Background: an optimization exercise with open tools, aiming at small area, a short achievable clock period and few clock cycles. Do not read the settings as production practice. Where RTL was checked, it was by simulation tests only, not by an equivalence proof against the original. No functional check of the RTL was part of runs 1 to 4. No activity file was given, so power comes from the tool's default toggle rates.

[design.v]
`timescale 1ns/10ps
module pjv_madd (
    input  wire [15:0] a,
    input  wire [15:0] b,
    input  wire        cin,
    input  wire [15:0] m,
    output wire [15:0] y,
    output wire        w
);
    wire [16:0] s = {1'b0, a} + {1'b0, b} + {16'd0, cin};
    wire [17:0] t = {2'b00, a} + {2'b00, b} + {2'b11, ~m} + {17'd0, cin} + 18'd1;
    assign w = ~t[17];
    assign y = w ? t[15:0] : s[15:0];
endmodule
`timescale 1ns/10ps
module pjv_engine (
    input  wire        clk,
    input  wire        rst,
    input  wire        reg_we,
    input  wire [3:0]  reg_addr,
    input  wire [31:0] reg_wdata,
    output reg  [31:0] reg_rdata,
    input  wire        kbuf_wr,       
    output wire        busy,
    output wire        kmem_re,
    output wire [16:0] kmem_addr,
    input  wire [7:0]  kmem_rdata,
    output wire        dmem_re,
    output wire [11:0] dmem_raddr,
    input  wire [7:0]  dmem_rdata,
    output wire        dmem_we,
    output wire [11:0] dmem_waddr,
    output wire [7:0]  dmem_wdata
);
    localparam [3:0] R_CMD = 4'd0, R_STATUS = 4'd1, R_ERRCODE = 4'd2,
                     R_ERRSUB = 4'd3, R_ERREXP = 4'd4, R_ERRACT = 4'd5,
                     R_KBUF_LEN = 4'd6, R_DLEN = 4'd7, R_KLEN = 4'd8,
                     R_JFREQ = 4'd9, R_JLEN = 4'd10;
    localparam [3:0] SUB_HEADER = 4'd1, SUB_FINALIZER = 4'd2, SUB_LENGTH = 4'd3,
                     SUB_TRUNCATED = 4'd4, SUB_KEYLEN = 4'd5, SUB_NOKEY = 4'd6,
                     SUB_BADCMD = 4'd7, SUB_DLEN = 4'd8;
    reg st_idle;    
    reg st_kd;      
    reg st_jd;      
    reg st_ji;      
    reg st_js;      
    reg st_run;     
    reg        kvalid, ok;
    reg [3:0]  errsub;
    reg [31:0] erract, kbuf_len, dlen;
    reg [15:0] klen;
    reg [7:0]  jfreq;
    reg [23:0] jlen;
    reg [15:0] jdm;
    reg [3:0]  kc;          
    reg [5:0]  bc;          
    reg        qb;          
    reg        dir;         
    reg [8:0]  jint;        
    reg [15:0] pos;         
    reg [8:0]  cnt;         
    reg        jmp;         
    reg        pol;         
    reg [11:0] wi;          
    reg        wl;          
    reg [3:0]  pass;        
    reg        v1;          
    reg        sub1;        
    assign busy = ~st_idle;
    wire       err     = (errsub != 4'd0);
    wire [1:0] errcode = (errsub == SUB_BADCMD || errsub == SUB_DLEN) ? 2'd1 :
                         err ? 2'd2 : 2'd0;
    wire [16:0] klen8  = {1'b0, klen} + 17'd8;
    reg  [16:0] errexp;
    always @(*) begin
        case (errsub)
            SUB_TRUNCATED: errexp = 17'd8;
            SUB_HEADER:    errexp = 17'hFF;
            SUB_LENGTH:    errexp = klen8;
            SUB_KEYLEN:    errexp = 17'd4;
            SUB_DLEN:      errexp = 17'd4096;
            default:       errexp = 17'd0;
        endcase
    end
    always @(*) begin
        case (reg_addr)
            R_STATUS:   reg_rdata = {29'd0, err, ok, kvalid};
            R_ERRCODE:  reg_rdata = {30'd0, errcode};
            R_ERRSUB:   reg_rdata = {28'd0, errsub};
            R_ERREXP:   reg_rdata = {15'd0, errexp};
            R_ERRACT:   reg_rdata = erract;
            R_KBUF_LEN: reg_rdata = kbuf_len;
            R_DLEN:     reg_rdata = dlen;
            R_KLEN:     reg_rdata = kvalid ? {16'd0, klen} : 32'd0;
            R_JFREQ:    reg_rdata = kvalid ? {24'd0, jfreq} : 32'd0;
            R_JLEN:     reg_rdata = kvalid ? {8'd0, jlen} : 32'd0;
            default:    reg_rdata = 32'd0;
        endcase
    end
    wire        ph     = ~bc[0];
    wire        jd_odd = st_jd & ph;
    wire        jd_evn = st_jd & ~ph;
    wire [15:0] ma_a   = jd_odd ? jdm : pos;
    wire [15:0] ma_b   = ((jd_odd | (~st_jd & jmp)) ? jdm : 16'd0) |
                         (jd_evn ? pos : 16'd0);
    wire        ma_cin = ~st_jd | (ph ? qb : jlen[bc[5:1]]);
    wire [15:0] ma_y;
    wire        ma_w;
    pjv_madd u_madd (
        .a   (ma_a),
        .b   (ma_b),
        .cin (ma_cin),
        .m   (klen),
        .y   (ma_y),
        .w   (ma_w)
    );
    wire        ji_bit = dlen[4 + bc[3:0]];
    wire [9:0]  ji_t   = {1'b0, cnt[7:0], 1'b0} + (ji_bit ? {2'd0, jfreq} : 10'd0);
    wire [9:0]  ji_t1  = ji_t - 10'd255;
    wire [9:0]  ji_t2  = ji_t - 10'd510;
    wire [11:0] nm1    = dlen[11:0] - 12'd1;         
    wire [11:0] ri     = wl ? 12'd0 : wi + 12'd1;    
    wire        n1     = (nm1 == 12'd0);             
    wire        done   = wl && (pass == 4'd10);
    wire        issue  = st_run && !done && !(n1 && v1);
    wire [7:0]  kx = sub1 ? ~kmem_rdata : kmem_rdata;
    assign dmem_wdata = dmem_rdata + kx + {7'd0, sub1};
    assign dmem_we    = v1;
    assign dmem_waddr = wi;
    assign dmem_raddr = ri;
    assign dmem_re    = issue;
    wire        kd_lo   = st_kd && !kc[3] && (kc[2:0] != 3'd7);
    assign kmem_addr = kd_lo ? {14'd0, kc[2:0]} : ({1'b0, pos} + 17'd7);
    assign kmem_re   = issue | (st_kd && !kc[3]);
    wire [7:0]  kb = kmem_rdata;      
    task automatic finish(input [3:0] sub, input [31:0] act_v);
        begin
            ok      <= (sub == 4'd0);
            errsub  <= sub;
            erract  <= act_v;
            st_idle <= 1'b1;
            st_kd   <= 1'b0;
            st_jd   <= 1'b0;
            st_ji   <= 1'b0;
            st_js   <= 1'b0;
            st_run  <= 1'b0;
        end
    endtask
    always @(posedge clk) begin
        if (rst) begin
            st_idle  <= 1'b1;
            st_kd    <= 1'b0;
            st_jd    <= 1'b0;
            st_ji    <= 1'b0;
            st_js    <= 1'b0;
            st_run   <= 1'b0;
            kvalid   <= 1'b0;
            ok       <= 1'b0;
            errsub   <= 4'd0;
            erract   <= 32'd0;
            kbuf_len <= 32'd0;
            dlen     <= 32'd0;
            v1       <= 1'b0;
        end else begin
            v1 <= issue;
            if (st_idle) begin
                if (kbuf_wr)
                    kvalid <= 1'b0;
                if (reg_we) begin
                    case (reg_addr)
                        R_KBUF_LEN: begin
                            kbuf_len <= reg_wdata;
                            kvalid   <= 1'b0;
                        end
                        R_DLEN: dlen <= reg_wdata;
                        R_CMD: begin
                            if (reg_wdata == 32'd1) begin
                                kvalid <= 1'b0;
                                if (kbuf_len < 32'd8)
                                    finish(SUB_TRUNCATED, kbuf_len);
                                else begin
                                    kc      <= 4'd0;
                                    st_idle <= 1'b0;
                                    st_kd   <= 1'b1;
                                end
                            end else if (reg_wdata == 32'd2 || reg_wdata == 32'd3) begin
                                dir <= reg_wdata[0];
                                if (!kvalid)
                                    finish(SUB_NOKEY, 32'd0);
                                else if (dlen > 32'd4096)
                                    finish(SUB_DLEN, dlen);
                                else begin
                                    jint    <= 9'd0;
                                    cnt     <= 9'd0;
                                    bc      <= 6'd8;
                                    st_idle <= 1'b0;
                                    st_ji   <= 1'b1;
                                end
                            end else begin
                                finish(SUB_BADCMD, reg_wdata);
                            end
                        end
                        default: ;
                    endcase
                end
            end
            if (st_kd) begin
                kc <= kc + 4'd1;
                case (kc)
                    4'd1: if (kb != 8'hFF) finish(SUB_HEADER, {24'd0, kb});
                    4'd2: klen[15:8] <= kb;
                    4'd3: klen[7:0]  <= kb;
                    4'd4: begin
                        jfreq <= kb;
                        pos   <= klen;
                        if (kbuf_len != {15'd0, klen8})
                            finish(SUB_LENGTH, kbuf_len);
                        else if (klen < 16'd4)
                            finish(SUB_KEYLEN, {30'd0, kbuf_len[1:0]});   
                    end
                    4'd5: jlen[23:16] <= kb;
                    4'd6: jlen[15:8]  <= kb;
                    4'd7: jlen[7:0]   <= kb;
                    4'd8: begin
                        if (kb != 8'h00)
                            finish(SUB_FINALIZER, {24'd0, kb});
                        else begin
                            pos   <= 16'd0;
                            jdm   <= 16'd0;
                            bc    <= 6'd47;
                            st_kd <= 1'b0;
                            st_jd <= 1'b1;
                        end
                    end
                    default: ;
                endcase
            end
            if (st_jd) begin
                bc <= bc - 6'd1;
                if (!ph) begin
                    pos <= ma_y;
                    qb  <= ma_w;
                end else begin
                    jdm <= ma_y;
                    if (bc == 6'd0) begin
                        kvalid <= 1'b1;
                        finish(4'd0, 32'd0);
                    end
                end
            end
            if (st_ji) begin
                if (!ji_t2[9]) begin
                    jint <= {jint[7:0], 1'b0} + 9'd2;
                    cnt  <= {1'b0, ji_t2[7:0]};
                end else if (!ji_t1[9]) begin
                    jint <= {jint[7:0], 1'b1};
                    cnt  <= {1'b0, ji_t1[7:0]};
                end else begin
                    jint <= {jint[7:0], 1'b0};
                    cnt  <= {1'b0, ji_t[7:0]};
                end
                bc <= bc - 6'd1;
                if (bc[3:0] == 4'd0) begin
                    st_ji <= 1'b0;
                    st_js <= 1'b1;
                end
            end
            if (st_js) begin
                if (jint < 9'd2) begin
                    jint <= 9'd2;
                    cnt  <= 9'd2;
                end else begin
                    cnt  <= jint;
                end
                jmp  <= 1'b0;
                pos  <= 16'd0;
                pol  <= 1'b0;
                wi   <= nm1;
                wl   <= 1'b1;
                pass <= 4'd0;
                st_js <= 1'b0;
                if (dlen[12:0] == 13'd0)
                    finish(4'd0, 32'd0);
                else
                    st_run <= 1'b1;
            end
            if (issue) begin
                sub1 <= (dir != pol);
                wi   <= ri;
                wl   <= (ri == nm1);
                if (wl)
                    pass <= pass + 4'd1;
                pos  <= ma_y;
                if (jmp) begin
                    cnt <= jint;
                    pol <= ~pol;
                end else begin
                    cnt <= cnt - 9'd1;
                end
                jmp <= !jmp && (cnt == 9'd2);
            end
            if (st_run && done)
                finish(4'd0, 32'd0);
        end
    end
endmodule
[run.sh]
#!/bin/bash
# synth_recipe.tcl (not shown) runs the flow's synth.tcl, then flattens the netlist and writes it again
# the make line also repeats each setting of config.mk as NAME=value (left out here)
make -C /OpenROAD-flow-scripts/flow DESIGN_CONFIG=/design/flow/config.mk WORK_HOME=/design/flow/orfs CLKGATE_MAP_FILE= SYNTH_SCRIPT=/design/flow/synth_recipe.tcl finish
[config.mk]
export PLATFORM = sky130hd
export DESIGN_NAME = pjv_engine
export DESIGN_NICKNAME = pjv_engine
export VERILOG_FILES = /design/flow/design.v
export SDC_FILE = /design/flow/constraint.sdc
export NUM_CORES = 4
export LEC_CHECK = 0
export CAP_MARGIN = 20
export CORE_MARGIN = 2
export CORE_UTILIZATION = 40
export SETUP_SLACK_MARGIN = 3.5
export SLEW_MARGIN = 20
[constraint.sdc]
create_clock -name core_clock -period 8.0 [get_ports {clk}]
set_input_delay 1.6000 -clock core_clock [delete_from_list [all_inputs] [get_ports {clk}]]
set_output_delay 1.6000 -clock core_clock [all_outputs]
set_load 0.01 [all_outputs]
==> impl_results.md, run 1 <==
* Status: no timing/DRC/antenna violations
* Number of synthesized flops with an enable pin at 130
* Global-route wire length before repair at 104500 um
* Ys Warns at 1
* XOR/XNOR share of the synthesized area at 0.07332
* Clock Sinks at 239
* Critical path endpoint: pos[8]$_DFFE_PN_
* Post-route DRC at 0
* Fin. Hold Viols at 0
* Mean Syn Cell Area at 8.456 um2
* Post-DRT Antenna Nets at 0
* Area Overhead vs Synth at 32.63%
* Row cnt at 77
* Critical-path top delay cell: edfxtp_1
* Leak pwr at 0.008916 uW
* Worst IR drop on VDD at 194.0 uV
* Crit path DAT at 6.15 ns
* CP required at 8.28 ns
* Die Area at 0.04633 mm2
* Max cap viols at 0
* Multi-input gate area at 0.01236 mm2
* Final net count at 2489
* Mux share of post-synthesis cell area at 0.06189
* GRT overflow at 0
* Hold Path Class: reg -> reg
* Chip width at 215.3 um
* R2R Setup Slk at 2.13 ns
* Initial DRC Count at 2018
* Hpwl dp at 47470 um
* Setup crit end kind: flop
* CTS Buffer Depth at 3
* Worst skew pair latency at 0.63 ns
* Reg2reg start: bc[0]$_DFFE_PN_
* Fmax at 0.1703 GHz
* Largest family of logic cells by synthesized area: compound AO/OA/AOI/OAI gates
* Post-DP Area at 0.01984 mm2
* Final instance area at 0.02368 mm2
* Reg2reg end: pos[8]$_DFFE_PN_
* Largest net degree at the start of global routing at 75
* Commonest non-fill, non-tap cell in the layout: nand2_1
* Register area at 0.006096 mm2
* Synth Area in Compound Gates at 0.2174
* FILL cells at 4110
* Number of synthesized register bits at 239
* DR WL/cell at 23.56 um
* Setup TNS at 0 ns
* CTS H-tree depth at 1
* Starting Density at 0.4046
* R2R cell count at 30
* Reg clk slew, reported paths at 0.06 ns
* Async S/R FF share, synth at 0
* Worst-margin pin slew at 1.033 ns
* Crit path top cell by count: o21ai_2
* Avg Vias per Cell at 6.208
* Mapped cell area at 0.01785 mm2
* Initial antenna violation count at 0
* Pre-Repair DR Iteration Count at 6
* Crit path largest cell delay at 0.47 ns
* Die H at 215.3 um
* Tcrit/Tclk final at 0.7339
* Pwr dens at 150.1 mW/mm2
* WL final at 69750 um
* Worst Clk Skew at 0.08134 ns
* Synth unique cells at 95
* WS Path Type: reg -> reg
* Layout cells sized above 1 at 0.2483
* Vias in the first global route at 17210
* Crit Path Max Fanout at 6
* Diode count at 0
* Mapped Cells at 2111
* Setup-failing EPs final at 0
* Crit. Startpoint: bc[0]$_DFFE_PN_
* Gp weighted congestion at 0.9618
* CTS tree: yes
* Clk root buf: clkbuf_16
* RSZ-0062 raised after global routing: true
* Fin crit period at 5.871 ns
* Syn_nets at 2255
* Sequential area share after synthesis at 0.3409
* Dominant synthesized flop cell: edfxtp_1
* I/O pins at 141
* Slew HR at 0.3078
* Fin. max-slew vios at 0
* Simple logic cell fraction of the synthesized area at 0.1974
* Core ar. at 0.04412 mm2
* Clock buffer count from CTS at 30
* GR Util All Layers at 0.2868
* Worst Setup Start Kind: flop
* Adder-cell area share of the yosys netlist at 0.06420
* Most frequent cells in the layout: nand2_1 (256), a21oi_1 (181), nor2_1 (178)
* Port buffer count at 140
* Detailed-route via count at 18380
==> layout make-up <==
class,instances,area share
inverter,67,0.01173
clock buffer,42,0.03810
timing repair buffer,329,0.1352
tap,592,0.03128
sequential,239,0.2575
clock inverter,13,0.004175
multi-input combinational,1678,0.5220
==> flip-flops by register name (all words and copies together), names as in the netlist, 6 cells and up <==
name / count
cnt: 9
jint: 9
bc: 6
wi: 12
erract: 32
pos: 16
klen: 16
kbuf_len: 32
jfreq: 8
dlen: 32
jlen: 24
jdm: 16
==> cells by family after synthesis <==
logic type      count (synthesis)
fa+ha+maj                      88
compound gates                613
simple gates                  745
flops                         239
xor+xnor                      141
buf+inv                       197
mux                            88
==> stage by stage <==
stage | util | power, uW | std cells | worst slack [ns] | hold slack (ns)
after floorplan | - | 1757 | 2111 | 2.235 | 0.4506
after global placement | 0.4495 | 1972 | 2746 | 1.265 | 0.4681
after detailed placement | 0.4495 | 1977 | 2746 | 1.172 | 0.4738
after CTS | 0.5118 | 3467 | 2898 | 2.237 | 0.4858
after global routing | 0.5366 | 3660 | 2960 | 1.911 | 0.5056
final | 0.5366 | 3554 | 2960 | 2.129 | 0.4888
==> timing repair <==
item	CTS	global route
cloned	5	0
gates resized for setup	399	183
pin swaps	67	88
hold buffers	0	0
buffers inserted	92	62
endpoints found under the setup margin	140	105
==> where the power goes <==
part           switching (uW)  internal, uW
clock network             588           787
logic                     447           375
registers                37.4          1320
total                    1070          2480
==> per-layer routing <==
metal | routed length [um] | GRT usage | part of all wire | vias up
met4 | 2378 | 0.09678 | 0.034 | 0
met3 | 6567 | 0.04897 | 0.094 | 174
met5 | 0 | 0 | 0 | -
li1 | - | - | - | 8245
met2 | 31090 | 0.4422 | 0.45 | 1025
met1 | 29720 | 0.4063 | 0.43 | 8931
==> critical path, delay by kind of cell, from the launching register on <==
kind	cells	cell delay, ns
simple gates	4	0.60
compound gates	14	2.11
mux	1	0.25
fa+ha+maj	4	1.11
xor+xnor	2	0.39
buf+inv	5	0.57
flops	1	0.47
==> synth_stat cells, drive strengths merged (37+ instances only) <==
| cell | instances | share of area |
|---|---|---|
| nor2 | 194 | 0.041 |
| o21ai | 160 | 0.045 |
| xor2 | 58 | 0.030 |
| nor4 | 41 | 0.016 |
| buf | 37 | 0.011 |
| nand3 | 63 | 0.018 |
| dfxtp | 109 | 0.12 |
| xnor2 | 79 | 0.039 |
| edfxtp | 130 | 0.22 |
| a22oi | 60 | 0.026 |
| nand2 | 269 | 0.057 |
| mux2 | 50 | 0.032 |
| inv | 67 | 0.014 |
| ha | 82 | 0.057 |
| clkbuf | 93 | 0.020 |
| a21oi | 203 | 0.058 |
==> how the worst min path moves through the flow <==
stage                     cells after the start  slack, ns               endpoint             startpoint
after floorplan                               2       0.45  dlen[27]$_SDFFE_PP0P_  dlen[27]$_SDFFE_PP0P_
after global placement                        2       0.47  dlen[25]$_SDFFE_PP0P_  dlen[25]$_SDFFE_PP0P_
after detailed placement                      2       0.47  dlen[29]$_SDFFE_PP0P_  dlen[29]$_SDFFE_PP0P_
after CTS                                     2       0.49  dlen[29]$_SDFFE_PP0P_  dlen[29]$_SDFFE_PP0P_
after global routing                          2       0.51  dlen[27]$_SDFFE_PP0P_  dlen[27]$_SDFFE_PP0P_
final                                         2       0.49  dlen[29]$_SDFFE_PP0P_  dlen[29]$_SDFFE_PP0P_
==> run 2: changes to the inputs <==
--- a/config.mk
+++ b/config.mk
@@ -8,5 +8,5 @@
 export CAP_MARGIN = 20
 export CORE_MARGIN = 2
 export CORE_UTILIZATION = 40
-export SETUP_SLACK_MARGIN = 3.5
+export SETUP_SLACK_MARGIN = 4.0
 export SLEW_MARGIN = 20
==> run 2 against run 1 <==
  * Still clean on timing, DRC and antenna
  * Clock power is essentially flat
  * First-iteration DRC count is 4.2% lower
  * Flip-flop and latch count is the same
  * Non-clock buffer count rose by 4
  * Cell count about the same
  * Sequential share of layout area fell by 0.43 points
  * Largest cell class unchanged
==> impl_results.md, run 2 <==
* Status: no timing/DRC/antenna violations
* WS Path Type: reg -> reg
* Area Overhead vs Synth at 34.96%
* Chip width at 215.3 um (unchanged)
* Largest regs: dlen x32, erract x32, kbuf_len x32
* Switching power total at 1069 uW (-0.31%)
* Diode count at 0 (unchanged)
* Core ar. at 0.04412 mm2 (unchanged)
* Routed met3 length at 6625 um (+0.88%)
* Pre-CTS setup slack at 1.124 ns (-0.04739 ns)
* Most frequent cells in the layout: nand2_1 (248), a21oi_1 (179), nor2_1 (158)
* Commonest non-fill, non-tap cell in the layout: nand2_1
* R2R cell count at 28 (-6.7%)
* Tcrit/Tclk final at 0.7218 (-0.01211)
* Most frequent cell after synthesis: nand2_1
* Avg Vias per Cell at 6.144 (-1.0%)
* Hpwl dp at 47640 um (+0.35%)
* RSZ-0062 raised after global routing: true
* Mapped Cells at 2111 (unchanged)
* Starting Density at 0.4046 (unchanged)
* Final net count at 2491 (+0.080%)
* Worst path buffer plus inverter count at 4 (-1)
* Reg clk slew, reported paths at 0.06 ns (about the same)
* Most frequent cells after synthesis: nand2_1 (268), a21oi_1 (201), nor2_1 (192)
* GR Util All Layers at 0.2952 (+0.008385)
* Mean Syn Cell Area at 8.456 um2 (unchanged)
* Reg2reg start: bc[0]$_DFFE_PN_
* Number of synthesized flops with an enable pin at 130 (unchanged)
* CTS Buffer Depth at 3 (unchanged)
* Worst-margin pin slew at 0.9843 ns (-0.04906 ns)
* HP Start: dlen[30]$_SDFFE_PP0P_
* Dominant synthesized flop cell: edfxtp_1
* Clock Sinks at 239 (unchanged)
* Internal power at 2487 uW (+0.23%)
* Top cells by area, synth: edfxtp_1 (22%), dfxtp_1 (12%), ha_1 (5.7%)
* Initial DRC Count at 1933 (-4.2%)
* Number of synthesized register bits at 239 (unchanged)
* Worst skew pair latency at 0.60 ns (-0.03 ns)
* Hold Path Class: reg -> reg
* Hold Crit Depth at 2 (unchanged)
* Max Used Layer: met4
* Gp weighted congestion at 0.9559 (-0.61%)
* Ys Warns at 1 (unchanged)
* Fin. max-slew vios at 0 (unchanged)
* Async S/R FF share, synth at 0 (unchanged)
* Sequential area share after synthesis at 0.3409 (unchanged)
* Die Area at 0.04633 mm2 (unchanged)
* Hold path endpoint: dlen[30]$_SDFFE_PP0P_
* Met2 routed WL at 31380 um (+0.93%)
* Fin. Hold Viols at 0 (unchanged)
* Worst Clk Skew at 0.03167 ns (-0.04967 ns)
* Setup TNS at 0 ns (unchanged)
* Vias in the first global route at 17170 (-0.19%)
* Yosys top cell area share at 0.2187 (unchanged)
* Fmax at 0.1732 GHz (+1.7%)
* Leak pwr at 0.009212 uW (+3.3%)
* R2R Setup Slk at 2.23 ns (+0.10 ns)
* Final WS setup at 2.226 ns (+0.09688 ns)
* GRT overflow at 0 (unchanged)
* Pwr dens at 147.6 mW/mm2 (-1.7%)
* Setup-failing EPs final at 0 (unchanged)
* CP required at 8.29 ns (about the same)
* Top delay family on crit path: compound AO/OA/AOI/OAI gates
* Logic pwr share at 0.230 (about the same)
* Synth unique cells at 95 (unchanged)
* CTS hold repair buffers at 0 (unchanged)
* Crit path largest cell delay at 0.48 ns (about the same)
* Reg2reg end: pos[3]$_DFFE_PN_
* Worst IR drop on VDD at 171.5 uV (-12%)
* Crit path top cell by count: o21ai_2
* Clk root buf: clkbuf_16
* DR WL/cell at 23.92 um (+1.5%)
* Post-DRT Antenna Nets at 0 (unchanged)
* Largest net degree at the start of global routing at 75 (unchanged)
* Max cap viols at 0 (unchanged)
* Crit Path Max Fanout at 8 (+2)
* I/O pins at 141 (unchanged)
* Worst Setup Start Kind: flop
* Port buffer count at 140 (unchanged)
* Crit path DAT at 6.07 ns (-0.08 ns)
* Sequential share of power at 0.381 (about the same)
* Syn_nets at 2255 (unchanged)
* WL met1 at 30090 um (+1.2%)
* Layout cells sized above 1 at 0.2735 (+0.02522)
* Setup crit end kind: flop
* Sw frac at 0.3006 (-0.001126)
* Area leader, netlist: edfxtp_1
* Row cnt at 77 (unchanged)
* Die H at 215.3 um (unchanged)
* Slew HR at 0.3345 (+0.02668)
* Pre-Repair DR Iteration Count at 6 (unchanged)
* Clk pwr share at 0.389 (+0.002)
* Detailed-route via count at 18190 (-1.0%)
* Post-route DRC at 0 (unchanged)
* Global-route wire length before repair at 106600 um (+2.0%)
* Critical-path top delay cell: edfxtp_1
* Initial antenna violation count at 0 (unchanged)
* CTS tree: yes
* WL final at 70820 um (+1.5%)
* Clock buffer count from CTS at 29 (-3.3%)
* Mapped cell area at 0.01785 mm2 (unchanged)
* CTS H-tree depth at 1 (unchanged)
* Fin crit period at 5.774 ns (-0.09688 ns)
## run 2: cell counts after synthesis
Identical to the previous run, type by type.
## run 2: per-stage QoR
stage                     hold WS, ns    util  cells  instance area (um2)  total power, uW
final                          0.4874  0.5460   2961                24090             3556
after global routing           0.5024  0.5460   2961                24090             3663
after CTS                      0.4869  0.5255   2929                23190             3480
after detailed placement       0.4775  0.4595   2743                20270             1990
after global placement         0.4687  0.4594   2743                20270             1983
after floorplan                0.4506       -   2111                18680             1778
## run 2: worst max-delay path by stage
stage | start | endpoint | slack (ns) | depth (start not counted)
global placement | bc[0]$_DFFE_PN_ | pos[11]$_DFFE_PN_ | 1.28 | 28
global route | bc[0]$_DFFE_PN_ | pos[11]$_DFFE_PN_ | 2.05 | 28
floorplan | bc[0]$_DFFE_PN_ | pos[10]$_DFFE_PN_ | 2.24 | 29
CTS | bc[0]$_DFFE_PN_ | pos[5]$_DFFE_PN_ | 2.34 | 28
finish | bc[0]$_DFFE_PN_ | pos[3]$_DFFE_PN_ | 2.23 | 28
detailed placement | bc[0]$_DFFE_PN_ | pos[10]$_DFFE_PN_ | 1.12 | 28
## run 2: repair_timing
action	in CTS	in global routing
gates resized for setup	466	161
buffers inserted	124	32
pin swaps	92	75
cloned	9	0
endpoints found under the setup margin	176	154
## run 2: power by group through the flow
stage | sequential, uW | clock, uW | combinational, uW
6_report | 1360 | 1380 | 817
5_1_grt | 1360 | 1440 | 870
4_1_cts | 1350 | 1390 | 739
3_5_place_dp | 1380 | 0 | 605
3_3_place_gp | 1380 | 0 | 599
2_1_floorplan | 1360 | 0 | 414
## run 2: layer usage
metal	global-route usage	vias to the layer above
li1	-	8247
met1	0.4172	8801
met2	0.4494	974
met3	0.05110	169
met4	0.1129	0
met5	0	-
## run 2: logic make-up (layout without fill, tap and decap cells)
kind of cell    Yosys count  after routing  synth area share
buf+inv                 197            453           0.04479
fa+ha+maj                88             88           0.06420
mux                      88             88           0.06189
flops                   239            239            0.3409
simple gates            745            747            0.1974
compound gates          613            613            0.2174
xor+xnor                141            141           0.07332
## run 2: worst reg2reg max path: cells and delay by family, from the launching register on
kind	cells	cell delay, ns
xor gates and xnor gates	2	0.35
buffers and inverters	4	0.58
DFF	1	0.48
adders and majority gates	4	1.12
muxes	1	0.27
and+or+nand+nor	4	0.67
AOI/OAI and AO/OA	13	2.02
## run 2: final cells by class
class	instances	area, um2
clock buffer	40	817.0
tap	592	740.7
clock inverter	13	158.9
fill	4019	20030
multi-input combinational	1677	12690
timing repair buffer	333	3312
sequential	239	6100
inverter	67	271.5
==> run 3: changes to the inputs <==
--- a/design.v
+++ b/design.v
@@ -8,7 +8,10 @@
     output wire        w
 );
     wire [16:0] s = {1'b0, a} + {1'b0, b} + {16'd0, cin};
-    wire [17:0] t = {2'b00, a} + {2'b00, b} + {2'b11, ~m} + {17'd0, cin} + 18'd1;
+    wire [15:0] nm = ~m;
+    wire [15:0] cs_x = a ^ b ^ nm;
+    wire [15:0] cs_c = (a & b) | (a & nm) | (b & nm);
+    wire [17:0] t = {2'b11, cs_x} + {1'b0, cs_c, 1'b1} + {17'd0, cin};
     assign w = ~t[17];
     assign y = w ? t[15:0] : s[15:0];
 endmodule
@@ -100,27 +103,28 @@
     wire        ph     = ~bc[0];
     wire        jd_odd = st_jd & ph;
     wire        jd_evn = st_jd & ~ph;
+    wire        ji_evn = st_ji & ~ph;
+    wire        ji_odd = st_ji & ph;
+    wire        ji_bit = dlen[4 + bc[4:1]];
     wire [15:0] ma_a   = jd_odd ? jdm : pos;
-    wire [15:0] ma_b   = ((jd_odd | (~st_jd & jmp)) ? jdm : 16'd0) |
-                         (jd_evn ? pos : 16'd0);
-    wire        ma_cin = ~st_jd | (ph ? qb : jlen[bc[5:1]]);
+    wire [15:0] ma_b   = ((jd_odd | (st_run & jmp)) ? jdm : 16'd0) |
+                         ((jd_evn | ji_evn) ? pos : 16'd0) |
+                         ((ji_odd & ji_bit) ? {8'd0, jfreq} : 16'd0);
+    wire        ma_cin = st_run | (jd_evn & jlen[bc[5:1]]) | (jd_odd & qb);
+    wire [15:0] ma_m   = st_ji ? 16'd255 : klen;
     wire [15:0] ma_y;
     wire        ma_w;
     pjv_madd u_madd (
         .a   (ma_a),
         .b   (ma_b),
         .cin (ma_cin),
-        .m   (klen),
+        .m   (ma_m),
         .y   (ma_y),
         .w   (ma_w)
     );
-    wire        ji_bit = dlen[4 + bc[3:0]];
-    wire [9:0]  ji_t   = {1'b0, cnt[7:0], 1'b0} + (ji_bit ? {2'd0, jfreq} : 10'd0);
-    wire [9:0]  ji_t1  = ji_t - 10'd255;
-    wire [9:0]  ji_t2  = ji_t - 10'd510;
     wire [11:0] nm1    = dlen[11:0] - 12'd1;         
     wire [11:0] ri     = wl ? 12'd0 : wi + 12'd1;    
-    wire        n1     = (nm1 == 12'd0);             
+    reg         n1;                                  
     wire        done   = wl && (pass == 4'd10);
     wire        issue  = st_run && !done && !(n1 && v1);
     wire [7:0]  kx = sub1 ? ~kmem_rdata : kmem_rdata;
@@ -191,8 +195,8 @@
                                     finish(SUB_DLEN, dlen);
                                 else begin
                                     jint    <= 9'd0;
-                                    cnt     <= 9'd0;
-                                    bc      <= 6'd8;
+                                    pos     <= 16'd0;
+                                    bc      <= 6'd17;
                                     st_idle <= 1'b0;
                                     st_ji   <= 1'b1;
                                 end
@@ -249,18 +253,13 @@
                 end
             end
             if (st_ji) begin
-                if (!ji_t2[9]) begin
-                    jint <= {jint[7:0], 1'b0} + 9'd2;
-                    cnt  <= {1'b0, ji_t2[7:0]};
-                end else if (!ji_t1[9]) begin
-                    jint <= {jint[7:0], 1'b1};
-                    cnt  <= {1'b0, ji_t1[7:0]};
-                end else begin
-                    jint <= {jint[7:0], 1'b0};
-                    cnt  <= {1'b0, ji_t[7:0]};
-                end
+                pos <= ma_y;
+                if (!ph)
+                    qb <= ma_w;
+                else
+                    jint <= {jint[7:0], qb ^ ma_w} + {7'd0, qb & ma_w, 1'b0};
                 bc <= bc - 6'd1;
-                if (bc[3:0] == 4'd0) begin
+                if (bc[4:0] == 5'd0) begin
                     st_ji <= 1'b0;
                     st_js <= 1'b1;
                 end
@@ -276,6 +275,7 @@
                 pos  <= 16'd0;
                 pol  <= 1'b0;
                 wi   <= nm1;
+                n1   <= (nm1 == 12'd0);
                 wl   <= 1'b1;
                 pass <= 4'd0;
                 st_js <= 1'b0;
==> run 3 against run 2 <==
  * Area after synthesis decreased by 4.6%
  * Flip-flop and latch count increased by 1
  * Still clean
  * First-iteration DRC count decreased by 8.7%
  * Via count decreased by 4.5%
==> impl_results.md, run 3 <==
* Clock buffer count from CTS at 30 (+3.4%)
* GRT overflow at 0 (unchanged)
* Avg Vias per Cell at 6.181 (+0.60%)
* Pre-Repair DR Iteration Count at 6 (unchanged)
* Setup TNS at 0 ns (unchanged)
* Worst IR drop on VDD at 158.4 uV (-7.6%)
* Final net count at 2381 (-4.4%)
* Hold Crit Depth at 2 (unchanged)
* GR Util All Layers at 0.2917 (-0.003548)
* Clk pwr share at 0.396 (+0.007)
* Worst skew pair latency at 0.60 ns (about the same)
* Fin. max-slew vios at 0 (unchanged)
* Commonest non-fill, non-tap cell in the layout: nand2_1
* Area Overhead vs Synth at 34.30%
* Starting Density at 0.4059 (+0.001352)
* Ys Warns at 1 (unchanged)
* R2R cell count at 24 (-14%)
* WS Path Type: reg -> reg
* Critical-path top delay cell: mux4_2
* Fmax at 0.1795 GHz (+3.6%)
* Core ar. at 0.04195 mm2 (-4.9%)
* DR WL/cell at 23.98 um (+0.25%)
* I/O pins at 141 (unchanged)
* Post-route DRC at 0 (unchanged)
* Initial antenna violation count at 0 (unchanged)
* Gp weighted congestion at 0.9562 (about the same)
* Switching power total at 962.6 uW (-10%)
* Sequential share of power at 0.406 (+0.025)
* Worst Setup Start Kind: flop
* Sequential area share after synthesis at 0.3592 (+0.01827)
* Most frequent cells after synthesis: nand2_1 (282), nor2_1 (178), a21oi_1 (168)
* WL final at 67430 um (-4.8%)
* Chip width at 210.3 um (-2.3%)
* Pwr dens at 147.0 mW/mm2 (-0.39%)
* Tcrit/Tclk final at 0.6964 (-0.02536)
* Logic pwr share at 0.198 (-0.032)
* Hpwl dp at 44310 um (-7.0%)
* Dominant synthesized flop cell: edfxtp_1
* Worst hold margin at 0.4873 ns (-0.00008800 ns)
* Crit path DAT at 5.91 ns (-0.16 ns)
* Number of synthesized register bits at 240 (+0.42%)
* Worst-margin pin slew at 1.144 ns (+0.1592 ns)
* Area leader, netlist: edfxtp_1
* Reg clk slew, reported paths at 0.06 ns (about the same)
* Max cap viols at 0 (unchanged)
* Mapped Cells at 2000 (-5.3%)
* Setup-failing EPs final at 0 (unchanged)
* Pre-CTS setup slack at 1.607 ns (+0.4823 ns)
* Clock Sinks at 240 (+0.42%)
* Port buffer count at 140 (unchanged)
* Final instance area at 0.02287 mm2 (-5.1%)
* Crit Path Max Fanout at 8 (unchanged)
* Sw frac at 0.2863 (-0.01434)
* Mapped cell area at 0.01703 mm2 (-4.6%)
* Fin crit period at 5.571 ns (-0.2029 ns)
* Clk root buf: clkbuf_16
* Die Area at 0.04423 mm2 (-4.5%)
* Final WS setup at 2.429 ns (+0.2029 ns)
* Setup crit end kind: flop
* Largest regs: dlen x32, erract x32, kbuf_len x32
* Fin. Hold Viols at 0 (unchanged)
* Most frequent cell after synthesis: nand2_1
* Slew HR at 0.2348 (-0.09972)
* Global-route wire length before repair at 99550 um (-6.6%)
* Post-DRT Antenna Nets at 0 (unchanged)
* RSZ-0062 raised after global routing: true
* Mean Syn Cell Area at 8.513 um2 (+0.67%)
* Async S/R FF share, synth at 0 (unchanged)
* Worst Clk Skew at 0.02970 ns (-0.001969 ns)
* Placed Cells incl. Taps at 2580 (-5.9%)
* Crit path largest cell delay at 0.53 ns (+0.05 ns)
* CP required at 8.34 ns (+0.05 ns)
* Internal power at 2400 uW (-3.5%)
* CTS H-tree depth at 1 (unchanged)
* Syn_nets at 2132 (-5.5%)
* Largest net degree at the start of global routing at 74 (-1.3%)
* Number of synthesized flops with an enable pin at 131 (+0.77%)
* Row cnt at 75 (-2.6%)
* CTS Buffer Depth at 3 (unchanged)
* Diode count at 0 (unchanged)
* Cell Chain, Critical Path: mux4_2 > mux4_2 > and2_4 > buf_12 > buf_4 > a222oi_1 > buf_4 > fa_1 > inv_1 > ha_2 > nor2_2 > a211oi_4 > o31ai_4 > a211oi_2 > buf_4 > o41ai_4 > buf_6 > buf_4 > buf_6 > buf_12 > buf_4 > buf_6 > mux2i_4 > a22o_1
* Hold Path Class: reg -> reg
* Vias in the first global route at 16430 (-4.3%)
* Crit path top cell by count: buf_4
* Detailed-route via count at 17380 (-4.5%)
* Post-DP Area at 0.01921 mm2 (-5.3%)
* Synth unique cells at 84 (-12%)
* Die H at 210.3 um (-2.3%)
* Final cell count without fillers at 2812 (-5.0%)
* Initial DRC Count at 1764 (-8.7%)
* Leak pwr at 0.008824 uW (-4.2%)
* Most frequent cells in the layout: nand2_1 (263), nor2_1 (150), a21oi_1 (137)
* Status: no timing/DRC/antenna violations
* Top cells by area, synth: edfxtp_1 (23%), dfxtp_1 (13%), nand2_1 (6.2%)
* Layout cells sized above 1 at 0.2701 (-0.003406)
* Yosys top cell area share at 0.2310 (+0.01235)
* CTS tree: yes
## run 3: cell count changes in the layout (fill, tap and decap cells not counted), sizes merged, moves of 12 or more
cell	previous run	this run
o21ai	160	117
a21oi	203	168
ha	82	56
clkbuf	41	64
inv	68	89
mux2	50	30
mux2i	26	44
nor2	194	178
fa	6	20
nand2	271	284
and2	22	10
or3	5	17
xnor2	79	67
## run 3: cell type report
cell class,instances,area (um2)
Fill cell,3720,19080
Multi-Input combinational cell,1552,11620
Sequential cell,240,6116
Timing Repair Buffer,337,3153
Clock buffer,49,893.4
Tap cell,539,674.4
Inverter,88,345.3
Clock inverter,7,66.31
## run 3: through the flow
step / power (uW) / utilization
final: 3362 / 0.5451
after global routing: 3475 / 0.5451
after CTS: 3308 / 0.5259
after detailed placement: 1860 / 0.4580
after global placement: 1855 / 0.4580
after floorplan: 1687 / -
## run 3: final timing paths
check / startpoint / end / slack, ns
worst min-delay path: dlen[22]$_SDFFE_PP0P_ / dlen[22]$_SDFFE_PP0P_ / 0.49
worst min register to register: dlen[22]$_SDFFE_PP0P_ / dlen[22]$_SDFFE_PP0P_ / 0.49
worst max-delay path: dlen[12]$_SDFFE_PP0P_ / jdm[1]$_DFFE_PN_ / 2.43
worst max register to register: dlen[12]$_SDFFE_PP0P_ / jdm[1]$_DFFE_PN_ / 2.43
## run 3: critical path: cells and delay by family (launching register included)
family / cells / cell delay (ns)
muxes: 3 / 1.21
DFF: 1 / 0.49
buffers and inverters: 11 / 1.46
AOI/OAI and AO/OA: 6 / 1.22
and+or+nand+nor: 2 / 0.29
adders and majority gates: 2 / 0.60
## run 3: kinds of logic after synthesis
group / share of synthesized area
buf+inv: 0.04931
xor+xnor: 0.05864
fa+ha+maj: 0.06467
flops: 0.3592
mux: 0.06158
compound gates: 0.2013
simple gates: 0.2053
## run 3: repair_timing
item,in CTS,in global routing
resized for setup,485,162
cloned,8,2
buffers inserted,118,48
hold endpoints to repair,0,0
pin swaps,89,86
setup endpoints to repair,154,129
hold buffers,0,0
## run 3: power groups by stage
stage | registers, uW | logic [uW] | clock network, uW
6_report | 1370 | 665 | 1330
2_1_floorplan | 1370 | 313 | 0
3_5_place_dp | 1400 | 464 | 0
4_1_cts | 1360 | 593 | 1350
3_3_place_gp | 1400 | 460 | 0
5_1_grt | 1370 | 706 | 1400
## run 3: per-layer routing
metal,global-route usage,share of wire
met1,0.3799,0.40
met5,0,0
met3,0.04067,0.078
met4,0.1472,0.060
met2,0.4752,0.46
==> run 4: changes to the inputs <==
--- a/config.mk
+++ b/config.mk
@@ -8,5 +8,5 @@
 export CAP_MARGIN = 20
 export CORE_MARGIN = 2
 export CORE_UTILIZATION = 40
-export SETUP_SLACK_MARGIN = 4.0
+export SETUP_SLACK_MARGIN = 3.5
 export SLEW_MARGIN = 20
==> run 4 against run 3 <==
  * Critical path depth increased by 4
  * Global-route usage increased by 0.46 points
  * Sequential share of layout area increased by 0.79 points
  * Clock power increased by 3%
  * Hold slack improved by 0.00088 ns
  * Sequential power about the same
  * Flip-flop and latch count unchanged
  * Count of clock-buffer cells in the layout decreased by 10
  * Area after synthesis unchanged
  * Utilization decreased by 1.6 points
  * Fmax decreased by 0.52%
  * Highest routed layer unchanged
==> impl_results.md, run 4 <==
* Slew HR at 0.2196 (-0.01524)
* Largest net degree at the start of global routing at 77 (+4.1%)
* Port buffer count at 140 (unchanged)
* Sequential area share after synthesis at 0.3592 (unchanged)
* Top delay family on crit path: buffers and inverters
* Top cells by area, synth: edfxtp_1 (23%), dfxtp_1 (13%), nand2_1 (6.2%)
* Clock Sinks at 240 (unchanged)
* Chip width at 210.3 um (unchanged)
* Worst Clk Skew at 0.01818 ns (-0.01152 ns)
* Worst-margin pin slew at 1.171 ns (+0.02709 ns)
* GRT overflow at 0 (unchanged)
* WL final at 67390 um (about the same)
* Crit path DAT at 5.88 ns (-0.03 ns)
* Yosys top cell area share at 0.2310 (unchanged)
* Power after layout at 3365 uW (about the same)
* Diode count at 0 (unchanged)
* Crit path top cell by count: buf_6
* Met2 usage in global routing at 0.4761 (+0.0009135)
* Synth unique cells at 84 (unchanged)
* CTS H-tree depth at 1 (unchanged)
* Setup TNS at 0 ns (unchanged)
* Status: no timing/DRC/antenna violations
* Layout cells sized above 1 at 0.2184 (-0.05176)
* Met3 Use GR at 0.04216 (+0.001490)
* Vias in the first global route at 16480 (+0.29%)
* Sequential share of power at 0.407 (about the same)
* Area leader, netlist: edfxtp_1
* Post-DRT Antenna Nets at 0 (unchanged)
* CTS hold repair buffers at 0 (unchanged)
* Die Area at 0.04423 mm2 (unchanged)
* Worst skew pair latency at 0.58 ns (-0.02 ns)
* Crit path largest cell delay at 0.57 ns (+0.04 ns)
* Max cap viols at 0 (unchanged)
* Global-route wire length before repair at 100800 um (+1.3%)
* Hold Path Class: reg -> reg
* Worst IR drop on VDD at 164.2 uV (+3.7%)
* Fin. Hold Viols at 0 (unchanged)
* CTS Buffer Depth at 3 (unchanged)
* WS Path Type: reg -> reg
* Tcrit/Tclk final at 0.7001 (+0.003630)
* Most frequent cells after synthesis: nand2_1 (282), nor2_1 (178), a21oi_1 (168)
* CP required at 8.28 ns (-0.06 ns)
* Number of synthesized register bits at 240 (unchanged)
* Core ar. at 0.04195 mm2 (unchanged)
* Met1 GRT Util at 0.3889 (+0.009022)
* Syn_nets at 2132 (unchanged)
* Critical-path top delay cell: edfxtp_1
* Hpwl dp at 45550 um (+2.8%)
* CTS tree: yes
* Clk root buf: clkbuf_16
* Final net count at 2333 (-2.0%)
* Initial DRC Count at 1695 (-3.9%)
* Number of synthesized flops with an enable pin at 131 (unchanged)
* Avg Vias per Cell at 6.242 (+0.99%)
* Clk pwr share at 0.406 (+0.010)
* Most frequent cells in the layout: nand2_1 (267), nor2_1 (162), a21oi_1 (148)
* Gp weighted congestion at 0.9768 (+2.2%)
* Pwr dens at 151.5 mW/mm2 (+3.0%)
* Clock buffer count from CTS at 29 (-3.3%)
* Reg clk slew, reported paths at 0.06 ns (about the same)
* Layer with the highest usage: met2
* Fmax at 0.1786 GHz (-0.52%)
* Die H at 210.3 um (unchanged)
* Post-route DRC at 0 (unchanged)
* Dominant synthesized flop cell: edfxtp_1
* Fin crit period at 5.601 ns (+0.02904 ns)
* Setup-failing EPs final at 0 (unchanged)
* Leak pwr at 0.008450 uW (-4.2%)
* Commonest non-fill, non-tap cell in the layout: nand2_1
* Async S/R FF share, synth at 0 (unchanged)
* Mean Syn Cell Area at 8.513 um2 (unchanged)
* Initial antenna violation count at 0 (unchanged)
* I/O pins at 141 (unchanged)
* Pre-Repair DR Iteration Count at 6 (unchanged)
* Largest regs: dlen x32, erract x32, kbuf_len x32
* Row cnt at 75 (unchanged)
* RSZ-0062 raised after global routing: true
* Internal power at 2426 uW (+1.1%)
* Sw frac at 0.2791 (-0.007224)
* Mapped Cells at 2000 (unchanged)
* Worst Setup Start Kind: flop
* Logic pwr share at 0.187 (-0.011)
* Area Overhead vs Synth at 30.45%
* Final WS setup at 2.399 ns (-0.02904 ns)
* GR Util All Layers at 0.2963 (+0.004641)
* Setup crit end kind: flop
* Pre-CTS setup slack at 1.554 ns (-0.05304 ns)
* Switching power total at 939.1 uW (-2.4%)
* Crit Path Max Fanout at 6 (-2)
* Starting Density at 0.4059 (unchanged)
* Detailed-route via count at 17230 (-0.87%)
* Mapped cell area at 0.01703 mm2 (unchanged)
* Worst path buffer plus inverter count at 16 (+5)
* Fin. max-slew vios at 0 (unchanged)
* Most frequent cell after synthesis: nand2_1
* DR WL/cell at 24.42 um (+1.8%)
* Ys Warns at 1 (unchanged)
run 4: cell count changes in the layout (fill, tap and decap cells not counted), sizes merged, moves of 2 or more:
cell,before,now
clkbuf,64,49
clkdlybuf4s50,44,85
clkinv,5,10
bufinv,0,2
bufbuf,0,2
inv,89,87
buf,252,185
dlygate4sd2,16,5
dlymetal6s2s,7,2
run 4: final timing paths:
| check | startpoint | end | slack [ns] | cells past startpoint |
|---|---|---|---|---|
| setup reg to reg | bc[1]$_DFFE_PN_ | pos[10]$_DFFE_PN_ | 2.40 | 28 |
| hold reg to reg | kbuf_len[31]$_SDFFE_PP0P_ | erract[31]$_SDFF_PP0_ | 0.49 | 2 |
| setup / recovery | bc[1]$_DFFE_PN_ | pos[10]$_DFFE_PN_ | 2.40 | 28 |
| hold / removal | kbuf_len[31]$_SDFFE_PP0P_ | erract[31]$_SDFF_PP0_ | 0.49 | 2 |
run 4: worst register-to-register path: cells and delay by family, from the launching register on:
family | cells | cell delay, ns
adders and majority gates | 1 | 0.23
AOI/OAI and AO/OA | 5 | 1.43
DFF | 1 | 0.57
buffers and inverters | 16 | 1.49
muxes | 3 | 1.27
and+or+nand+nor | 2 | 0.24
xor gates and xnor gates | 1 | 0.06
run 4: power groups by stage:
stage | clock [uW] | sequential, uW | combinational [uW]
2_1_floorplan | 0 | 1370 | 299
3_3_place_gp | 0 | 1400 | 456
3_5_place_dp | 0 | 1400 | 458
4_1_cts | 1380 | 1370 | 555
5_1_grt | 1430 | 1370 | 670
6_report | 1370 | 1370 | 628
run 4: cell families after synthesis:
| kind of cell | count (synthesis) | synth area share |
|---|---|---|
| AOI/OAI and AO/OA | 526 | 0.2013 |
| xor gates and xnor gates | 114 | 0.05864 |
| adders and majority gates | 76 | 0.06467 |
| buffers and inverters | 212 | 0.04931 |
| DFF | 240 | 0.3592 |
| muxes | 86 | 0.06158 |
| and+or+nand+nor | 746 | 0.2053 |
run 4: cell type report:
| type | count | area, um2 |
|---|---|---|
| multi-input cells | 1550 | 11270 |
| fillers | 3738 | 19740 |
| clock inverters | 12 | 120.1 |
| repair buffers | 292 | 2828 |
| well taps | 539 | 674.4 |
| flip-flops and latches | 240 | 6116 |
| clock buffers | 39 | 855.8 |
| inverters | 88 | 342.8 |
run 4: metrics by stage:
| step | hold slack [ns] | cell area [um2] | utilization | std cells |
|---|---|---|---|---|
| floorplan | 0.4506 | 17210 | - | 2000 |
| global placement | 0.4684 | 18970 | 0.4523 | 2583 |
| detailed placement | 0.4735 | 18970 | 0.4523 | 2583 |
| CTS | 0.4898 | 21360 | 0.5093 | 2719 |
| global route | 0.5097 | 22210 | 0.5295 | 2760 |
| finish | 0.4881 | 22210 | 0.5295 | 2760 |
run 4: metal layers:
metal	vias up	part of all wire	wire length (um)
li1	7732	-	-
met1	8347	0.40	27240
met2	895	0.46	30950
met3	254	0.077	5213
met4	0	0.059	3980
met5	-	0	0
run 4: repair_timing:
action | in CTS | in global routing
resized for setup | 361 | 152
pin swaps | 55 | 70
buffers inserted | 79 | 41
cloned | 6 | 0
setup endpoints to repair | 113 | 102
==> run 5: changes to the inputs <==
--- a/design.v
+++ b/design.v
@@ -57,7 +57,8 @@
     reg [15:0] jdm;
     reg [3:0]  kc;          
     reg [5:0]  bc;          
-    reg        qb;          
+    reg        cb;          
+    reg        jb;          
     reg        dir;         
     reg [8:0]  jint;        
     reg [15:0] pos;         
@@ -105,12 +106,11 @@
     wire        jd_evn = st_jd & ~ph;
     wire        ji_evn = st_ji & ~ph;
     wire        ji_odd = st_ji & ph;
-    wire        ji_bit = dlen[4 + bc[4:1]];
     wire [15:0] ma_a   = jd_odd ? jdm : pos;
     wire [15:0] ma_b   = ((jd_odd | (st_run & jmp)) ? jdm : 16'd0) |
                          ((jd_evn | ji_evn) ? pos : 16'd0) |
-                         ((ji_odd & ji_bit) ? {8'd0, jfreq} : 16'd0);
-    wire        ma_cin = st_run | (jd_evn & jlen[bc[5:1]]) | (jd_odd & qb);
+                         ((ji_odd & jb) ? {8'd0, jfreq} : 16'd0);
+    wire        ma_cin = st_run | (st_jd & cb);
     wire [15:0] ma_m   = st_ji ? 16'd255 : klen;
     wire [15:0] ma_y;
     wire        ma_w;
@@ -231,6 +231,7 @@
                         else begin
                             pos   <= 16'd0;
                             jdm   <= 16'd0;
+                            cb    <= jlen[23];
                             bc    <= 6'd47;
                             st_kd <= 1'b0;
                             st_jd <= 1'b1;
@@ -243,9 +244,10 @@
                 bc <= bc - 6'd1;
                 if (!ph) begin
                     pos <= ma_y;
-                    qb  <= ma_w;
+                    cb  <= ma_w;
                 end else begin
                     jdm <= ma_y;
+                    cb  <= (bc[5:1] == 5'd0) ? 1'b0 : jlen[bc[5:1] - 5'd1];
                     if (bc == 6'd0) begin
                         kvalid <= 1'b1;
                         finish(4'd0, 32'd0);
@@ -255,9 +257,10 @@
             if (st_ji) begin
                 pos <= ma_y;
                 if (!ph)
-                    qb <= ma_w;
+                    cb <= ma_w;
                 else
-                    jint <= {jint[7:0], qb ^ ma_w} + {7'd0, qb & ma_w, 1'b0};
+                    jint <= {jint[7:0], cb ^ ma_w} + {7'd0, cb & ma_w, 1'b0};
+                jb <= dlen[4 + bc[4:1]];
                 bc <= bc - 6'd1;
                 if (bc[4:0] == 5'd0) begin
                     st_ji <= 1'b0;
--- a/config.mk
+++ b/config.mk
@@ -8,5 +8,6 @@
 export CAP_MARGIN = 20
 export CORE_MARGIN = 2
 export CORE_UTILIZATION = 40
-export SETUP_SLACK_MARGIN = 3.5
+export SETUP_SLACK_MARGIN = 4.0
 export SLEW_MARGIN = 20
+export TNS_END_PERCENT = 0
==> run 5 against run 4 <==
  * Still clean on timing, DRC and antenna
  * Via count is 2.3% lower
  * Worst setup slack improved by 0.59 ns
  * Count of clock-buffer cells in the layout is 6 lower
  * Final area fell by 6.6%
  * Critical path depth is 18 lower
  * First-iteration DRC count decreased by 1.4%
  * Sequential power is essentially flat
  * Utilization decreased by 4.6 points
  * Routed wire length is 4.7% lower
  * Non-clock buffer count down 71
  * Critical path type is now in -> out
  * Largest power group unchanged
==> impl_results.md, run 5 <==
* Status: no timing/DRC/antenna violations
* Dominant synthesized flop cell: edfxtp_1
* Yosys top cell area share at 0.2295 (-0.001558)
* Fin util at 0.4836 (-0.04588)
* FILL cells at 4102 (+9.7%)
* Pre-Repair DR Iteration Count at 6 (unchanged)
* R2R cell count at 22 (-21%)
* Leak pwr at 0.007677 uW (-9.1%)
* Diode count at 0 (unchanged)
* Syn_nets at 2197 (+3.0%)
* CTS Buffer Depth at 3 (unchanged)
* Most frequent cell after synthesis: nand2_1
* Area Overhead vs Synth at 20.08%
* Most frequent cells after synthesis: nand2_1 (332), a21oi_1 (216), nor2_1 (174)
* Synth unique cells at 86 (+2.4%)
* Hold Crit Depth at 2 (unchanged)
* Initial DRC Count at 1672 (-1.4%)
* Worst Setup Start Kind: input port
* Critical-path top delay cell: or3_4
* Detailed-route via count at 16840 (-2.3%)
* GR Util All Layers at 0.2808 (-0.01553)
* Chip width at 211.8 um (+0.71%)
* CTS tree: yes
* Fmax at 0.1995 GHz (+12%)
* Area leader, netlist: edfxtp_1
* Largest regs: dlen x32, erract x32, kbuf_len x32
* Max cap viols at 0 (unchanged)
* Top cells by area, synth: edfxtp_1 (23%), dfxtp_1 (13%), nand2_1 (7.2%)
* Clock buffer count from CTS at 26 (-10%)
* DR WL/cell at 23.02 um (-5.7%)
* Vias in the first global route at 16100 (-2.3%)
* Worst-margin pin slew at 1.123 ns (-0.04758 ns)
* Row cnt at 76 (+1.3%)
* Fin. max-slew vios at 0 (unchanged)
* Mapped Cells at 2063 (+3.2%)
* Slew HR at 0.2489 (+0.02929)
* Fin crit period at 5.012 ns (-0.5887 ns)
* Setup crit end kind: output port
* CTS H-tree depth at 1 (unchanged)
* Setup-failing EPs final at 0 (unchanged)
* Pwr dens at 150.6 mW/mm2 (-0.61%)
* Worst hold margin at 0.4901 ns (+0.001952 ns)
* Commonest non-fill, non-tap cell in the layout: nand2_1
* Mapped cell area at 0.01727 mm2 (+1.4%)
* CP Depth at 10 (-64%)
* Multi-input gate area at 0.01061 mm2 (-5.9%)
* Die H at 211.8 um (+0.71%)
* Reg clk slew, reported paths at 0.06 ns (about the same)
* Number of synthesized register bits at 241 (+0.42%)
* Final net count at 2319 (-0.60%)
* Clk root buf: clkbuf_16
* Mean Syn Cell Area at 8.373 um2 (-1.7%)
* CP required at 6.40 ns (-1.88 ns)
* Register area at 0.006151 mm2 (+0.57%)
* Post-DRT Antenna Nets at 0 (unchanged)
* WS Path Type: in -> out
* Worst skew pair latency at 0.57 ns (about the same)
* Async S/R FF share, synth at 0 (unchanged)
* Number of synthesized flops with an enable pin at 132 (+0.76%)
* Hpwl dp at 45170 um (-0.83%)
* Tcrit/Tclk final at 0.6265 (-0.07358)
* Crit Path Max Fanout at 13 (+7)
* Port buffer count at 140 (unchanged)
* Core ar. at 0.04289 mm2 (+2.2%)
* Hold Path Class: reg -> reg
* Layout cells sized above 1 at 0.1207 (-0.09768)
* GRT overflow at 0 (unchanged)
* Worst Clk Skew at 0.01145 ns (-0.006722 ns)
* Die Area at 0.04486 mm2 (+1.4%)
* Avg Vias per Cell at 6.037 (-3.3%)
* WL final at 64200 um (-4.7%)
* Cell Chain, Critical Path: buf_4 > buf_12 > nor2_1 > nand3b_1 > buf_4 > or3_4 > o311ai_0 > a221oi_1 > o31ai_1 > clkdlybuf4s15_2
* Most frequent cells in the layout: nand2_1 (330), a21oi_1 (209), nor2_1 (170)
* Worst path buffer plus inverter count at 4 (-12)
* Gp weighted congestion at 0.9651 (-1.2%)
* Worst IR drop on VDD at 125.8 uV (-23%)
* I/O pins at 141 (unchanged)
* RSZ-0062 raised after global routing: true
* Clock Sinks at 241 (+0.42%)
* Crit path largest cell delay at 0.40 ns (-0.17 ns)
* Initial antenna violation count at 0 (unchanged)
* Largest net degree at the start of global routing at 78 (+1.3%)
* Setup TNS at 0 ns (unchanged)
* Sequential area share after synthesis at 0.3558 (-0.003387)
* Crit path top cell by count: buf_4
* Ys Warns at 1 (unchanged)
* Crit path DAT at 3.41 ns (-2.47 ns)
* Fin. Hold Viols at 0 (unchanged)
* Global-route wire length before repair at 96900 um (-3.9%)
* Post-route DRC at 0 (unchanged)
* Starting Density at 0.4028 (-0.003146)
* Top delay family on crit path: buffers and inverters
run 5: per-stage QoR:
step | area [um2] | setup WS, ns | power (uW) | std cells
floorplan | 17350 | 3.413 | 1680 | 2063
global placement | 19290 | 1.876 | 1862 | 2702
detailed placement | 19290 | 1.799 | 1867 | 2702
CTS | 20610 | 2.990 | 3128 | 2779
global route | 20740 | 2.939 | 3226 | 2789
finish | 20740 | 2.988 | 3123 | 2789
run 5: repair_timing:
| item | in CTS | in global routing |
|---|---|---|
| pin swaps | 21 | 19 |
| endpoints found under the setup margin | 159 | 162 |
| resized for setup | 106 | 21 |
| hold buffers | 0 | 0 |
| buffers inserted | 26 | 10 |
| gates cloned | 4 | 0 |
run 5: area by class of cell:
type                       count  area share
multi-input combinational   1626      0.5113
timing repair buffer         221      0.1026
clock buffer                  33     0.03517
tap                          585     0.03529
sequential                   241      0.2966
inverter                      69     0.01261
clock inverter                14    0.006515
run 5: final timing paths:
check	from	end	slack (ns)
worst max register to register	bc[0]$_DFFE_PN_	jint[7]$_DFFE_PN_	3.22
worst min register to register	kbuf_len[22]$_SDFFE_PP0P_	kbuf_len[22]$_SDFFE_PP0P_	0.49
worst max-delay path	reg_addr[1]	reg_rdata[0]	2.99
worst min-delay path	kbuf_len[22]$_SDFFE_PP0P_	kbuf_len[22]$_SDFFE_PP0P_	0.49
run 5: power by group:
part | switching (uW) | leakage [uW] | total (uW) | internal [uW]
logic | 292 | 0.00513 | 509 | 217
clock network | 534 | 0.000435 | 1240 | 711
registers | 36.6 | 0.00211 | 1370 | 1330
run 5: tightest hold or removal path, delay by kind of cell (launching register included):
| family | cells | cell delay [ns] |
|---|---|---|
| AO/OA/AOI/OAI | 1 | 0.05 |
| flip-flops | 1 | 0.33 |
| AND/OR/NAND/NOR | 1 | 0.06 |
run 5: cell families after synthesis:
kind of cell,share of synthesized area
AO/OA/AOI/OAI,0.2091
flip-flops,0.3558
AND/OR/NAND/NOR,0.2152
multiplexers,0.05266
buffers and inverters,0.04520
XOR/XNOR,0.05686
adder cells (fa/ha/maj),0.06519
run 5: per-layer routing:
metal | track usage | share of wire | up-vias
met5 | 0 | 0 | -
met4 | 0.1146 | 0.040 | 0
met3 | 0.03753 | 0.077 | 157
met2 | 0.4545 | 0.46 | 761
met1 | 0.3787 | 0.42 | 8174
li1 | - | - | 7745
Testbench counts of run 5, summed over its fixed seeds: cycles 301,670.
==> run 6: changes to the inputs <==
--- a/config.mk
+++ b/config.mk
@@ -10,4 +10,3 @@
 export CORE_UTILIZATION = 40
 export SETUP_SLACK_MARGIN = 4.0
 export SLEW_MARGIN = 20
-export TNS_END_PERCENT = 0
==> run 6 against run 5 <==
  * Sequential power hardly changed
  * Critical endpoint is now dmem_wdata[6]
  * Flip-flop and latch count stayed put
  * Register-to-register slack hardly changed
  * Final area is 11% higher
  * Combinational power is 27% higher
  * First-iteration DRC count is 7.3% lower
  * Utilization is 5.5 points higher
  * Via count is 4.6% higher
  * Sequential share of layout area is 3.0 points lower
  * Non-clock buffer count is 103 higher
  * Die area stayed put
  * Clock skew is 0.0074 ns higher
==> impl_results.md, run 6 <==
* Status: no timing/DRC/antenna violations
* Die Area at 0.04486 mm2 (unchanged)
* Row cnt at 76 (unchanged)
* Fin. Hold Viols at 0 (unchanged)
* Synth unique cells at 86 (unchanged)
* Worst IR drop on VDD at 143.9 uV (+14%)
* Crit path DAT at 3.32 ns (-0.09 ns)
* Post-DRT Antenna Nets at 0 (unchanged)
* Hold path endpoint: dlen[20]$_SDFFE_PP0P_
* Mean Syn Cell Area at 8.373 um2 (unchanged)
* WL final at 69300 um (+7.9%)
* Final instance area at 0.02310 mm2 (+11%)
* Sequential area share after synthesis at 0.3558 (unchanged)
* Top cells by area, synth: edfxtp_1 (23%), dfxtp_1 (13%), nand2_1 (7.2%)
* Fin. max-slew vios at 0 (unchanged)
* GR Util All Layers at 0.2997 (+0.01887)
* Largest regs: dlen x32, erract x32, kbuf_len x32
* CTS H-tree depth at 1 (unchanged)
* Power after layout at 3362 uW (+7.6%)
* Vias in the first global route at 16740 (+3.9%)
* Starting Density at 0.4028 (unchanged)
* R2R Setup Slk at 3.22 ns (about the same)
* Most frequent cells in the layout: nand2_1 (314), a21oi_1 (183), nor2_1 (148)
* Number of synthesized flops with an enable pin at 132 (unchanged)
* Yosys top cell area share at 0.2295 (unchanged)
* Post-route DRC at 0 (unchanged)
* Initial DRC Count at 1550 (-7.3%)
* Slew HR at 0.2783 (+0.02948)
* Crit Path Max Fanout at 2 (-11)
* Dominant synthesized flop cell: edfxtp_1
* Multi-input gate area at 0.01180 mm2 (+11%)
* Mapped cell area at 0.01727 mm2 (unchanged)
* Layout cells sized above 1 at 0.2555 (+0.1348)
* Detailed-route via count at 17610 (+4.6%)
* Clk root buf: clkbuf_16
* Setup-failing EPs final at 0 (unchanged)
* WS Path Type: in -> out
* Pwr dens at 145.5 mW/mm2 (-3.4%)
* Setup crit end kind: output port
* Avg Vias per Cell at 6.076 (+0.64%)
* Reg2reg start: bc[0]$_DFFE_PN_
* Tcrit/Tclk final at 0.6148 (-0.01168)
* CP required at 6.40 ns (about the same)
* I/O pins at 141 (unchanged)
* Most frequent cell after synthesis: nand2_1
* Worst skew pair latency at 0.59 ns (+0.02 ns)
* Fmax at 0.2033 GHz (+1.9%)
* GRT overflow at 0 (unchanged)
* Hold Crit Depth at 2 (unchanged)
* Port buffer count at 140 (unchanged)
* Diode count at 0 (unchanged)
* CTS tree: yes
* Clock Sinks at 241 (unchanged)
* Reg clk slew, reported paths at 0.06 ns (about the same)
* CTS hold repair buffers at 0 (unchanged)
* Worst Setup Start Kind: input port
* Leak pwr at 0.008683 uW (+13%)
* Area Overhead vs Synth at 33.74%
* Worst-margin pin slew at 1.079 ns (-0.04408 ns)
* Commonest non-fill, non-tap cell in the layout: nand2_1
* HP Start: dlen[20]$_SDFFE_PP0P_
* Global-route wire length before repair at 103000 um (+6.3%)
* FILL cells at 3927 (-4.3%)
* Final net count at 2427 (+4.7%)
* Die H at 211.8 um (unchanged)
* Fin crit period at 4.918 ns (-0.09344 ns)
* RSZ-0062 raised after global routing: true
* Area leader, netlist: edfxtp_1
* Chip width at 211.8 um (unchanged)
* Hold Path Class: reg -> reg
* Setup TNS at 0 ns (unchanged)
* Async S/R FF share, synth at 0 (unchanged)
* Most frequent cells after synthesis: nand2_1 (332), a21oi_1 (216), nor2_1 (174)
* Mapped Cells at 2063 (unchanged)
* Core ar. at 0.04289 mm2 (unchanged)
* Post-DP Area at 0.01964 mm2 (+1.8%)
* Initial antenna violation count at 0 (unchanged)
* Worst Clk Skew at 0.01887 ns (+0.007418 ns)
* Pre-Repair DR Iteration Count at 8 (+2)
* DR WL/cell at 23.91 um (+3.9%)
* CTS Buffer Depth at 3 (unchanged)
* R2R cell count at 20 (-9.1%)
* Gp weighted congestion at 0.9640 (-0.11%)
* Largest net degree at the start of global routing at 76 (-2.6%)
* Ys Warns at 1 (unchanged)
* Number of synthesized register bits at 241 (unchanged)
* Max cap viols at 0 (unchanged)
* Syn_nets at 2197 (unchanged)
* Fin util at 0.5387 (+0.05502)
* Register area at 0.006150 mm2 (about the same)
* Reg2reg end: jint[7]$_DFFE_PN_
* Hpwl dp at 45390 um (+0.50%)
* Clock buffer count from CTS at 28 (+7.7%)
==> run 6: cell families after synthesis <==
logic type / share of synthesized area
XOR/XNOR: 0.05686
AO/OA/AOI/OAI: 0.2091
buffers and inverters: 0.04520
multiplexers: 0.05266
flip-flops: 0.3558
AND/OR/NAND/NOR: 0.2152
adder cells (fa/ha/maj): 0.06519
==> run 6: worst max-delay path by stage <==
stage,start,endpoint,cells past startpoint
after detailed placement,reg_addr[2],reg_rdata[0],8
after global routing,kmem_rdata[1],dmem_wdata[6],12
final,kmem_rdata[1],dmem_wdata[6],12
after CTS,kmem_rdata[1],dmem_wdata[7],12
after global placement,reg_addr[2],reg_rdata[15],7
after floorplan,kmem_rdata[1],dmem_wdata[7],9
==> run 6: layer usage <==
metal,up-vias,global-route usage,share of wire
met2,852,0.5003,0.47
met3,227,0.02848,0.071
met4,0,0.1396,0.056
met1,8554,0.3921,0.40
met5,-,0,0
li1,7974,-,-
==> run 6: layout make-up <==
type	instances	share of cell area
tap	585	0.03168
timing repair buffer	324	0.1381
sequential	241	0.2662
clock buffer	38	0.03315
clock inverter	12	0.007745
multi-input combinational	1629	0.5108
inverter	69	0.01235
==> run 6: where the power goes <==
part	leakage [uW]	total, uW	internal (uW)	switching, uW
combinational	0.00612	645	289	356
clock	0.000451	1350	774	573
sequential	0.00211	1370	1330	36.7
==> run 6: critical path, stage by stage <==
cell and delay, ns:
buf_6 0.09, buf_6 0.11, xor2_4 0.15, buf_6 0.16
fa_2 0.36, a21oi_2 0.13, nor2_1 0.06, nor2_2 0.13
o21bai_1 0.07, a21oi_1 0.15, xnor2_1 0.14, buf_2 0.15
==> run 6: what timing repair did <==
item	4_1_cts	5_1_grt
cloned	8	3
setup buffers	105	37
setup endpoints to repair	158	116
pin swaps	78	81
resized for setup	447	130
==> run 6: stage by stage <==
stage	hold WS (ns)	cells	setup slack [ns]
6_report	0.4919	2898	3.082
2_1_floorplan	0.4532	2063	3.439
3_5_place_dp	0.4794	2695	1.820
4_1_cts	0.4902	2858	3.016
5_1_grt	0.5160	2898	3.003
3_3_place_gp	0.4674	2695	1.835

==> re-timing with driven ports <==
How much do the figures lean on ideal ports? The routed layouts below were timed once more, with nothing changed but the port constraints. Step 1 sets driving cells, clkbuf_16 on the clock port and buf_2 on the other inputs (assumed; they add their load-dependent delay and slew). Step 2 adds t to the input delays and takes it off the output delays; t is the mean of the earliest and latest rising clock arrival at the registers after step 1. Input paths then give back, and output paths get back, about the clock's delay inside the block. Three values: ideal, step 1, step 2; two values: the first two.
run	t, ns	slack for setup (ns)	worst setup path after step 2	latest minus earliest clock arrival (ns)
run 1	0.652	2.129 / 2.129 / 2.129	register to register	0.081 / 0.081
run 2	0.645	2.226 / 2.226 / 2.226	register to register	0.031 / 0.032
run 3	0.645	2.429 / 2.429 / 2.429	register to register	0.030 / 0.029
run 4	0.631	2.399 / 2.399 / 2.399	register to register	0.018 / 0.018
run 5	0.623	2.988 / 2.963 / 2.633	input to register	0.012 / 0.011
run 6	0.631	3.082 / 3.049 / 3.049	input to output	0.020 / 0.020
After both steps every run listed still meets setup and hold. The setup slack of run 5, which loses most, moves by -0.025 ns with the drivers and by -0.355 ns with both steps.
